This design comes from an exercise in tuning for small area on the open sky130 flow, not from production work.
RTL that was checked went through simulation tests only; none was proved equivalent to the original.

==> run a: inputs <==
==> flow/design.v <==
module tkbt (
    input  wire        clk,
    input  wire        rst,         
    input  wire        cmd_valid,
    input  wire [31:0] cmd_data,
    output wire [31:0] res,
    output wire        irq_off,
    input  wire        scl_i,
    input  wire        sda_i,
    input  wire        int_i,
    output reg         scl_oe,
    output reg         scl_o,
    output reg         sda_oe,
    output reg         sda_o,
    output reg         int_oe,
    output reg         int_o
);
    localparam [14:0] MODE_PATTERN = 15'h2AF8;
    localparam [1:0] C_OK = 2'd0, C_TIMEOUT = 2'd1, C_NAK = 2'd2, C_ILLEGAL = 2'd3;
    localparam [3:0] OP_ILLEGAL = 4'd0,  OP_SETLINE = 4'd1,  OP_GET   = 4'd2,
                     OP_WAITCLK = 4'd3,  OP_GDIR    = 4'd4,  OP_GSET  = 4'd5,
                     OP_DHALF   = 4'd6,  OP_DUS     = 4'd7,  OP_DMS   = 4'd8,
                     OP_START   = 4'd9,  OP_STOP    = 4'd10, OP_SEND  = 4'd11,
                     OP_RECV    = 4'd12, OP_MODE    = 4'd13, OP_MSEND = 4'd14,
                     OP_MRECV   = 4'd15;
    localparam [4:0] M_IDLE     = 5'd0,
                     M_DISPATCH = 5'd1,
                     M_TIMEOUT  = 5'd2,
                     M_DONE_OK  = 5'd3,
                     M_START1   = 5'd4,
                     M_START2   = 5'd5,
                     M_STOP1    = 5'd6,
                     M_STOP_REL = 5'd7,
                     M_SB_BIT   = 5'd8,
                     M_SB_LOW   = 5'd9,
                     M_SB_NEXT  = 5'd10,
                     M_SB_ACK   = 5'd11,
                     M_RB_START = 5'd12,
                     M_RB_SAMP  = 5'd13,
                     M_RB_NEXT  = 5'd14,
                     M_ATTFAIL  = 5'd15,
                     M_ME_BIT   = 5'd16,
                     M_ME_LOW   = 5'd17,
                     M_ME_HIGH  = 5'd18,
                     M_ME_LAST  = 5'd19,
                     M_ME_DONE  = 5'd20,
                     M_TO_MODE  = 5'd21;
    localparam [1:0] S_EXEC = 2'd0, S_WREL = 2'd1, S_WPOLL = 2'd2, S_DLY = 2'd3;
    function [3:0] decode;
        input [31:0] w;
        begin
            decode = OP_ILLEGAL;
            case (w[31:24])
                8'h01: if (w[23:17] == 7'd0 && w[15:1] == 15'd0) decode = OP_SETLINE;
                8'h02: if (w[23:17] == 7'd0 && w[15:0] == 16'd0) decode = OP_GET;
                8'h03: if (w[23:0] == 24'd0)                     decode = OP_WAITCLK;
                8'h04: if (w[23:18] == 6'd0 && w[15:1] == 15'd0 && w[17:16] != 2'd3) decode = OP_GDIR;
                8'h05: if (w[23:18] == 6'd0 && w[15:1] == 15'd0 && w[17:16] != 2'd3) decode = OP_GSET;
                8'h06: if (w[23:18] == 6'd0 && w[15:0] == 16'd0 && w[17:16] != 2'd3) decode = OP_GET;
                8'h10: begin
                    if      (w[23:16] == 8'd0 && w[15:0] == 16'd0) decode = OP_DUS;    
                    else if (w[23:16] == 8'd1 && w[15:0] == 16'd0) decode = OP_DHALF;
                    else if (w[23:16] == 8'd2)                      decode = OP_DUS;
                    else if (w[23:16] == 8'd3)                      decode = OP_DMS;
                end
                8'h20: if (w[23:0] == 24'd0)                     decode = OP_START;
                8'h21: if (w[23:0] == 24'd0)                     decode = OP_STOP;
                8'h22: if (w[23:8] == 16'd0)                     decode = OP_SEND;
                8'h23: if (w[23:0] == 24'd0)                     decode = OP_RECV;
                8'h30: if (w[23:0] == 24'd0)                     decode = OP_MODE;
                8'h40: if (w[23:16] == 8'd0)                     decode = OP_MSEND;
                8'h41: if (w[23:16] == 8'd0 && w[7:0] == 8'd0)   decode = OP_MRECV;
                default: decode = OP_ILLEGAL;
            endcase
        end
    endfunction
    wire [3:0] dec_op = decode(cmd_data);
    wire dec_dbit = (cmd_data[31:16] == 16'h1000);
    wire [15:0] load_p = {cmd_data[15:10],
                          cmd_data[9:8] | (cmd_data[17:16] & {2{~cmd_data[28]}}),
                          cmd_data[7:3], cmd_data[2] | dec_dbit, cmd_data[1],
                          cmd_data[0] | dec_dbit};
    reg [4:0]  m;
    reg [1:0]  s;
    reg [3:0]  op;
    reg [15:0] p;
    reg [19:0] c;
    reg [3:0]  bitidx;
    reg        phase;        
    reg [1:0]  res_code;
    reg        res_ack;
    reg        res_lvl;
    reg [7:0]  res_data;
    reg [1:0]  att;          
    reg [1:0]  res_att;
    reg        zc;           
    reg        brw;          
    wire       busy    = (m != M_IDLE);
    wire       precise = (m == M_ME_DONE) || (m == M_TO_MODE);
    wire       irq_r   = m[4];
    wire [1:0] line  = p[9:8];
    wire       v_bit = p[0];
    wire       int_level = int_oe ? int_o : int_i;
    assign irq_off = irq_r;
    assign res = {6'd0, res_att, res_data, 5'd0, irq_r, precise, busy,
                  2'd0, res_lvl, res_ack, 2'd0, res_code};
    wire ex      = (s == S_EXEC);
    wire in_wrel = (s == S_WREL);
    wire in_poll = (s == S_WPOLL);
    wire in_dly  = (s == S_DLY);
    wire x_idle  = ex & (m == M_IDLE);
    wire x_disp  = ex & (m == M_DISPATCH);
    wire x_to    = ex & ((m == M_TIMEOUT) | (m == M_TO_MODE));
    wire x_done  = ex & ((m == M_DONE_OK) | (m == M_ME_DONE));
    wire x_st1   = ex & (m == M_START1);
    wire x_st2   = ex & (m == M_START2);
    wire x_sp1   = ex & (m == M_STOP1);
    wire x_sprel = ex & (m == M_STOP_REL);
    wire x_sbbit = ex & (m == M_SB_BIT);
    wire x_sblow = ex & (m == M_SB_LOW);
    wire x_sbnxt = ex & (m == M_SB_NEXT);
    wire x_sback = ex & (m == M_SB_ACK);
    wire x_rbst  = ex & (m == M_RB_START);
    wire x_rbsmp = ex & (m == M_RB_SAMP);
    wire x_rbnxt = ex & (m == M_RB_NEXT);
    wire x_attf  = ex & (m == M_ATTFAIL);
    wire x_mebit = ex & (m == M_ME_BIT);
    wire x_melow = ex & (m == M_ME_LOW);
    wire x_mehi  = ex & (m == M_ME_HIGH);
    wire x_melst = ex & (m == M_ME_LAST);
    wire o_setl  = (op == OP_SETLINE);
    wire o_get   = (op == OP_GET);
    wire o_wait  = (op == OP_WAITCLK);
    wire o_gdir  = (op == OP_GDIR);
    wire o_gset  = (op == OP_GSET);
    wire o_dhalf = (op == OP_DHALF);
    wire o_dus   = (op == OP_DUS);
    wire o_dms   = (op == OP_DMS);
    wire o_start = (op == OP_START);
    wire o_stop  = (op == OP_STOP);
    wire o_send  = (op == OP_SEND);
    wire o_recv  = (op == OP_RECV);
    wire o_mode  = (op == OP_MODE);
    wire o_msend = (op == OP_MSEND);
    wire o_mrecv = (op == OP_MRECV);
    wire o_reg   = o_msend | o_mrecv;
    wire o_dly   = o_dhalf | o_dus | o_dms;
    wire o_ill   = (op == OP_ILLEGAL);
    wire last    = (bitidx[2:0] == 3'd0);
    reg [9:0] dlen;
    always @* begin
        case (m)
            M_DONE_OK:  dlen = o_dhalf ? 10'd50 : 10'd100;
            M_SB_NEXT,
            M_RB_NEXT:  dlen = last ? 10'd50 : 10'd100;
            M_ME_LOW:   dlen = 10'd60;
            M_ME_HIGH:  dlen = 10'd200;
            M_ME_BIT:   dlen = (bitidx == 4'd4) ? 10'd803 : 10'd202;
            M_ME_LAST:  dlen = 10'd201;
            M_ATTFAIL:  dlen = 10'd0;
            default:    dlen = 10'd100;
        endcase
    end
    wire dly_fix = ((c[9:0] & dlen) == dlen);
    wire unit    = (m == M_DONE_OK) & (o_dus | o_dms);
    wire pre_end = o_dms ? ((c & 20'd19999) == 20'd19999)
                         : ((c & 20'd19) == 20'd19);
    wire win     = (c[14:4] == 11'd0);
    wire first   = win & (c[3:0] == 4'd0);
    wire eb      = first | brw;
    wire dly_end = unit ? (first & zc) : dly_fix;
    wire to_hit  = ((c & 20'd1000001) == 20'd1000001) ||
                   ((m == M_ME_DONE) && ((c & 20'd199) == 20'd199));
    wire retry   = o_reg & ((m == M_SB_LOW) | (m == M_SB_ACK));
    wire poll_hi = in_poll & scl_i;
    wire poll_to = in_poll & ~scl_i & to_hit;
    wire dly_dn  = in_dly & dly_end;
    wire c_inc   = (in_poll & ~scl_i & ~to_hit) | (in_dly & ~dly_end & ~(unit & pre_end));
    wire p_rot   = in_dly & ~dly_end & unit & win;
    wire sb_bit  = phase ? p[bitidx[2:0]] : p[{1'b1, bitidx[2:0]}];
    wire me_bit  = MODE_PATTERN[bitidx];
    wire d_line  = x_disp & (o_setl | o_gdir | o_gset);
    wire d_end   = x_disp & (o_setl | o_get | o_gdir | o_gset | o_ill);
    wire sda_drive = x_st1 | x_sp1 | x_melow | (x_sbbit & ~sb_bit) |
                     (x_disp & o_setl & line[0] & ~v_bit);
    wire sda_rel   = (x_sbbit & sb_bit) | (x_sbnxt & last) | x_rbst | x_sprel | x_mehi |
                     (x_disp & o_setl & line[0] & v_bit);
    wire scl_drive = x_st2 | x_sblow | x_rbsmp | (x_mebit & ~me_bit) |
                     (x_disp & o_setl & ~line[0] & ~v_bit);
    wire scl_rel   = in_wrel | (x_mebit & me_bit) |
                     (x_disp & o_setl & ~line[0] & v_bit);
    wire end_ok    = (x_disp & ~o_ill & d_end) | x_done | (x_st2 & o_start) | x_sprel |
                     (x_sback & o_send) | (x_rbnxt & last & o_recv);
    wire end_any   = end_ok | (x_disp & o_ill) | x_to | (x_attf & (att == 2'd3));
    always @(posedge clk) begin
        c <= c_inc ? c + 20'd1 : 20'd0;
        if (x_idle & cmd_valid)
            p <= load_p;
        else if (p_rot | x_rbsmp)
            p <= {x_rbsmp ? sda_i : (p[0] ^ eb), p[15:1]};
        if (x_idle & cmd_valid)
            zc <= (load_p == 16'd0);
        else if (p_rot)
            zc <= first ? p[0] : (zc & ~p[0]);
        if (p_rot)
            brw <= eb & ~p[0];
        if (x_idle & cmd_valid)
            op <= dec_op;
        if ((x_disp & o_send) | (x_st2 & ~o_start) | (x_sback & ~phase) | x_rbst)
            bitidx <= 4'd7;
        else if (x_disp & o_mode)
            bitidx <= 4'd14;
        else if ((x_sbnxt & ~last) | (x_rbnxt & ~last) | (x_mehi & (bitidx != 4'd0)))
            bitidx <= bitidx - 4'd1;
        if (x_disp & o_send)
            phase <= 1'b1;
        else if (x_st2)
            phase <= 1'b0;
        else if (x_sback)
            phase <= 1'b1;
        if (x_disp)
            att <= 2'd1;
        else if (x_attf)
            att <= att + 2'd1;
        if (rst) begin
            m        <= M_IDLE;
            s        <= S_EXEC;
            res_code <= C_OK;
            scl_oe   <= 1'b0;
            scl_o    <= 1'b0;
            sda_oe   <= 1'b0;
            sda_o    <= 1'b0;
            int_oe   <= 1'b0;
            int_o    <= 1'b0;
        end else begin
            if ((o_reg & (x_to | x_sprel | (x_attf & (att == 2'd3)))) | (o_mrecv & x_sback & ~sda_i))
                res_att <= att;
            if (x_sback & o_send)
                res_ack <= ~sda_i;
            if (x_disp & o_get)
                res_lvl <= (line == 2'd0) ? scl_i : (line == 2'd1) ? sda_i : int_level;
            if (x_rbnxt & last)
                res_data <= {p[8], p[9], p[10], p[11], p[12], p[13], p[14], p[15]};
            if (end_ok)
                res_code <= C_OK;
            else if (x_disp & o_ill)
                res_code <= C_ILLEGAL;
            else if (poll_to)
                res_code <= C_TIMEOUT;
            else if (x_sback & sda_i)
                res_code <= C_NAK;
            if (sda_drive | sda_rel)
                sda_oe <= sda_drive;
            else if (d_line & o_gdir & (line == 2'd1))
                sda_oe <= ~v_bit;
            if (sda_drive)
                sda_o <= 1'b0;
            else if (d_line & o_gset & (line == 2'd1))
                sda_o <= v_bit;
            if (scl_drive | scl_rel)
                scl_oe <= scl_drive;
            else if (d_line & o_gdir & (line == 2'd0))
                scl_oe <= ~v_bit;
            if (scl_drive)
                scl_o <= 1'b0;
            else if (d_line & o_gset & (line == 2'd0))
                scl_o <= v_bit;
            if (d_line & o_gdir & line[1])
                int_oe <= ~v_bit;
            if (d_line & o_gset & line[1])
                int_o <= v_bit;
            case (s)
                S_WREL:  s <= S_WPOLL;
                S_WPOLL: if (poll_hi | (poll_to & retry)) s <= S_DLY;
                         else if (poll_to) s <= S_EXEC;
                S_DLY:   if (dly_end) s <= S_EXEC;
                default: begin
                    if ((x_disp & o_wait) | x_sp1 | x_sbbit | (x_sbnxt & last) | x_rbst |
                        (x_rbnxt & ~last) | x_melst)
                        s <= S_WREL;
                    else if ((x_disp & o_dly) | x_sblow | x_rbsmp | x_mebit | x_melow | x_mehi)
                        s <= S_DLY;
                end
            endcase
            if (poll_to)
                m <= retry ? M_ATTFAIL : (m == M_ME_DONE) ? M_TO_MODE : M_TIMEOUT;
            else if (ex) begin
                if (end_any)
                    m <= M_IDLE;
                else case (m)
                    M_IDLE:     if (cmd_valid) m <= M_DISPATCH;
                    M_DISPATCH: begin
                        if (o_wait | o_dly) m <= M_DONE_OK;
                        else if (o_start | o_reg) m <= M_START1;
                        else if (o_stop) m <= M_STOP1;
                        else if (o_send) m <= M_SB_BIT;
                        else if (o_recv) m <= M_RB_START;
                        else m <= M_ME_BIT;
                    end
                    M_START1:   m <= M_START2;
                    M_START2:   m <= M_SB_BIT;
                    M_STOP1:    m <= M_STOP_REL;
                    M_SB_BIT:   m <= M_SB_LOW;
                    M_SB_LOW:   m <= M_SB_NEXT;
                    M_SB_NEXT:  m <= last ? M_SB_ACK : M_SB_BIT;
                    M_SB_ACK:   m <= sda_i ? M_ATTFAIL : o_mrecv ? M_RB_START :
                                     phase ? M_STOP1 : M_SB_BIT;
                    M_RB_START: m <= M_RB_SAMP;
                    M_RB_SAMP:  m <= M_RB_NEXT;
                    M_RB_NEXT:  m <= last ? M_STOP1 : M_RB_SAMP;
                    M_ATTFAIL:  m <= M_START1;
                    M_ME_BIT:   m <= M_ME_LOW;
                    M_ME_LOW:   m <= M_ME_HIGH;
                    M_ME_HIGH:  m <= (bitidx == 4'd0) ? M_ME_LAST : M_ME_BIT;
                    M_ME_LAST:  m <= M_ME_DONE;
                    default:    m <= M_IDLE;
                endcase
            end
        end
    end
endmodule
==> flow/run.sh <==
#!/bin/bash
# synth_recipe.tcl (not shown) runs the flow's synth.tcl, then flattens the netlist and writes it again
# the make line also repeats each setting of config.mk as NAME=value (left out here)
make -C /OpenROAD-flow-scripts/flow DESIGN_CONFIG=/design/flow/config.mk WORK_HOME=/design/flow/orfs CLKGATE_MAP_FILE= SYNTH_SCRIPT=/design/flow/synth_recipe.tcl finish
==> flow/config.mk <==
export PLATFORM = sky130hd
export DESIGN_NAME = tkbt
export DESIGN_NICKNAME = tkbt
export VERILOG_FILES = /design/flow/design.v
export SDC_FILE = /design/flow/constraint.sdc
export NUM_CORES = 4
export LEC_CHECK = 0
export ABC_AREA = 1
export CAP_MARGIN = 20
export CORE_MARGIN = 2
export CORE_UTILIZATION = 40
export CTS_BUF_LIST = sky130_fd_sc_hd__clkbuf_8
export PLACE_DENSITY = 0.6
export SLEW_MARGIN = 20
==> flow/constraint.sdc <==
create_clock -name core_clock -period 50.0 [get_ports {clk}]
set_input_delay 10.0000 -clock core_clock [delete_from_list [all_inputs] [get_ports {clk}]]
set_output_delay 10.0000 -clock core_clock [all_outputs]
set_load 0.01 [all_outputs]
==> run b: changes against run a <==
--- a/flow/design.v
+++ b/flow/design.v
@@ -93,8 +93,6 @@
     reg [7:0]  res_data;
     reg [1:0]  att;          
     reg [1:0]  res_att;
-    reg        zc;           
-    reg        brw;          
     wire       busy    = (m != M_IDLE);
     wire       precise = (m == M_ME_DONE) || (m == M_TO_MODE);
     wire       irq_r   = m[4];
@@ -165,10 +163,8 @@
     wire unit    = (m == M_DONE_OK) & (o_dus | o_dms);
     wire pre_end = o_dms ? ((c & 20'd19999) == 20'd19999)
                          : ((c & 20'd19) == 20'd19);
-    wire win     = (c[14:4] == 11'd0);
-    wire first   = win & (c[3:0] == 4'd0);
-    wire eb      = first | brw;
-    wire dly_end = unit ? (first & zc) : dly_fix;
+    wire p_zero  = (p == 16'd0);
+    wire dly_end = unit ? p_zero : dly_fix;
     wire to_hit  = ((c & 20'd1000001) == 20'd1000001) ||
                    ((m == M_ME_DONE) && ((c & 20'd199) == 20'd199));
     wire retry   = o_reg & ((m == M_SB_LOW) | (m == M_SB_ACK));
@@ -176,7 +172,7 @@
     wire poll_to = in_poll & ~scl_i & to_hit;
     wire dly_dn  = in_dly & dly_end;
     wire c_inc   = (in_poll & ~scl_i & ~to_hit) | (in_dly & ~dly_end & ~(unit & pre_end));
-    wire p_rot   = in_dly & ~dly_end & unit & win;
+    wire p_dec   = in_dly & ~dly_end & unit & pre_end;
     wire sb_bit  = phase ? p[bitidx[2:0]] : p[{1'b1, bitidx[2:0]}];
     wire me_bit  = MODE_PATTERN[bitidx];
     wire d_line  = x_disp & (o_setl | o_gdir | o_gset);
@@ -196,14 +192,10 @@
         c <= c_inc ? c + 20'd1 : 20'd0;
         if (x_idle & cmd_valid)
             p <= load_p;
-        else if (p_rot | x_rbsmp)
-            p <= {x_rbsmp ? sda_i : (p[0] ^ eb), p[15:1]};
-        if (x_idle & cmd_valid)
-            zc <= (load_p == 16'd0);
-        else if (p_rot)
-            zc <= first ? p[0] : (zc & ~p[0]);
-        if (p_rot)
-            brw <= eb & ~p[0];
+        else if (p_dec)
+            p <= p - 16'd1;
+        else if (x_rbsmp)
+            p[7:0] <= {p[6:0], sda_i};
         if (x_idle & cmd_valid)
             op <= dec_op;
         if ((x_disp & o_send) | (x_st2 & ~o_start) | (x_sback & ~phase) | x_rbst)
@@ -240,7 +232,7 @@
             if (x_disp & o_get)
                 res_lvl <= (line == 2'd0) ? scl_i : (line == 2'd1) ? sda_i : int_level;
             if (x_rbnxt & last)
-                res_data <= {p[8], p[9], p[10], p[11], p[12], p[13], p[14], p[15]};
+                res_data <= p[7:0];
             if (end_ok)
                 res_code <= C_OK;
             else if (x_disp & o_ill)
--- a/flow/config.mk
+++ b/flow/config.mk
@@ -9,6 +9,5 @@
 export CAP_MARGIN = 20
 export CORE_MARGIN = 2
 export CORE_UTILIZATION = 40
-export CTS_BUF_LIST = sky130_fd_sc_hd__clkbuf_8
 export PLACE_DENSITY = 0.6
 export SLEW_MARGIN = 20
==> run c: changes against run a <==
--- a/flow/design.v
+++ b/flow/design.v
@@ -93,8 +93,6 @@
     reg [7:0]  res_data;
     reg [1:0]  att;          
     reg [1:0]  res_att;
-    reg        zc;           
-    reg        brw;          
     wire       busy    = (m != M_IDLE);
     wire       precise = (m == M_ME_DONE) || (m == M_TO_MODE);
     wire       irq_r   = m[4];
@@ -165,10 +163,8 @@
     wire unit    = (m == M_DONE_OK) & (o_dus | o_dms);
     wire pre_end = o_dms ? ((c & 20'd19999) == 20'd19999)
                          : ((c & 20'd19) == 20'd19);
-    wire win     = (c[14:4] == 11'd0);
-    wire first   = win & (c[3:0] == 4'd0);
-    wire eb      = first | brw;
-    wire dly_end = unit ? (first & zc) : dly_fix;
+    wire p_zero  = (p == 16'd0);
+    wire dly_end = unit ? p_zero : dly_fix;
     wire to_hit  = ((c & 20'd1000001) == 20'd1000001) ||
                    ((m == M_ME_DONE) && ((c & 20'd199) == 20'd199));
     wire retry   = o_reg & ((m == M_SB_LOW) | (m == M_SB_ACK));
@@ -176,7 +172,7 @@
     wire poll_to = in_poll & ~scl_i & to_hit;
     wire dly_dn  = in_dly & dly_end;
     wire c_inc   = (in_poll & ~scl_i & ~to_hit) | (in_dly & ~dly_end & ~(unit & pre_end));
-    wire p_rot   = in_dly & ~dly_end & unit & win;
+    wire p_dec   = in_dly & ~dly_end & unit & pre_end;
     wire sb_bit  = phase ? p[bitidx[2:0]] : p[{1'b1, bitidx[2:0]}];
     wire me_bit  = MODE_PATTERN[bitidx];
     wire d_line  = x_disp & (o_setl | o_gdir | o_gset);
@@ -196,14 +192,10 @@
         c <= c_inc ? c + 20'd1 : 20'd0;
         if (x_idle & cmd_valid)
             p <= load_p;
-        else if (p_rot | x_rbsmp)
-            p <= {x_rbsmp ? sda_i : (p[0] ^ eb), p[15:1]};
-        if (x_idle & cmd_valid)
-            zc <= (load_p == 16'd0);
-        else if (p_rot)
-            zc <= first ? p[0] : (zc & ~p[0]);
-        if (p_rot)
-            brw <= eb & ~p[0];
+        else if (p_dec)
+            p <= p - 16'd1;
+        else if (x_rbsmp)
+            p[7:0] <= {p[6:0], sda_i};
         if (x_idle & cmd_valid)
             op <= dec_op;
         if ((x_disp & o_send) | (x_st2 & ~o_start) | (x_sback & ~phase) | x_rbst)
@@ -240,7 +232,7 @@
             if (x_disp & o_get)
                 res_lvl <= (line == 2'd0) ? scl_i : (line == 2'd1) ? sda_i : int_level;
             if (x_rbnxt & last)
-                res_data <= {p[8], p[9], p[10], p[11], p[12], p[13], p[14], p[15]};
+                res_data <= p[7:0];
             if (end_ok)
                 res_code <= C_OK;
             else if (x_disp & o_ill)
--- a/flow/config.mk
+++ b/flow/config.mk
@@ -10,5 +10,7 @@
 export CORE_MARGIN = 2
 export CORE_UTILIZATION = 40
 export CTS_BUF_LIST = sky130_fd_sc_hd__clkbuf_8
+export CTS_CLUSTER_DIAMETER = 500
+export CTS_CLUSTER_SIZE = 100
 export PLACE_DENSITY = 0.6
 export SLEW_MARGIN = 20
==> reports/metrics.cfg <==
[route]
met2_length_mm=7.22

[yosys]
synth_common_cells=nand2_1, inv_1, nor2_1
synth_enable_flop_cells=32

[sta]
slew_headroom_pct=31.1

[outcome]
status=complete, no violations

[power]
p_clk_share_pct=23.1

The numbers above come from run b.

==> reports/metrics.cfg <==
[clock_tree]
cts.clk_slew.worst_paths_ps=80

[power]
p_clk_share_pct=18.2

[yosys]
ys_warn_count=1
synth_enable_flop_cells=34

[route]
met2_length_mm=7.01

[outcome]
status=complete, no violations

The numbers above come from run a.

==> reports/metrics.cfg <==
[outcome]
status=complete, no violations

[yosys]
synth_compound_area_share_pct=13.6
synth_enable_flop_cells=32
muxShareOfSynthArea_pct=0
synth_common_cells=nand2_1, inv_1, nor2_1

[route]
met2_length_mm=7.18

[power]
p_clk_share_pct=17.8

[sta]
slew_headroom_pct=31.5

The numbers above come from run c.

No functional check of the RTL was part of run b and run c.

==> what the ideal ports hide <==
Ports are ideal in the flow. The routed layouts listed here were re-timed in OpenROAD. Step 1 sets driving cells, clkbuf_16 on the clock port and buf_2 on the other inputs (assumed; they add their load-dependent delay and slew). Step 2 also shifts input and output timing later by t, the mid clock arrival at the registers, as if the neighbouring blocks saw the same clock. Three values: no drivers, after step 1, after step 2; two values: the first two.
run	shift t [ns]	setup WS [ns]	worst data-port slew with drivers (ns)
run a	0.399	37.812 / 37.775 / 37.535	0.04
run b	0.388	37.708 / 37.726 / 37.339	0.04
run c	0.405	37.745 / 37.757 / 37.352	0.04
After both steps setup and hold are still met in every run listed. The setup slack of run c, which loses most, moves by +0.012 ns with the drivers and by -0.393 ns with both steps.
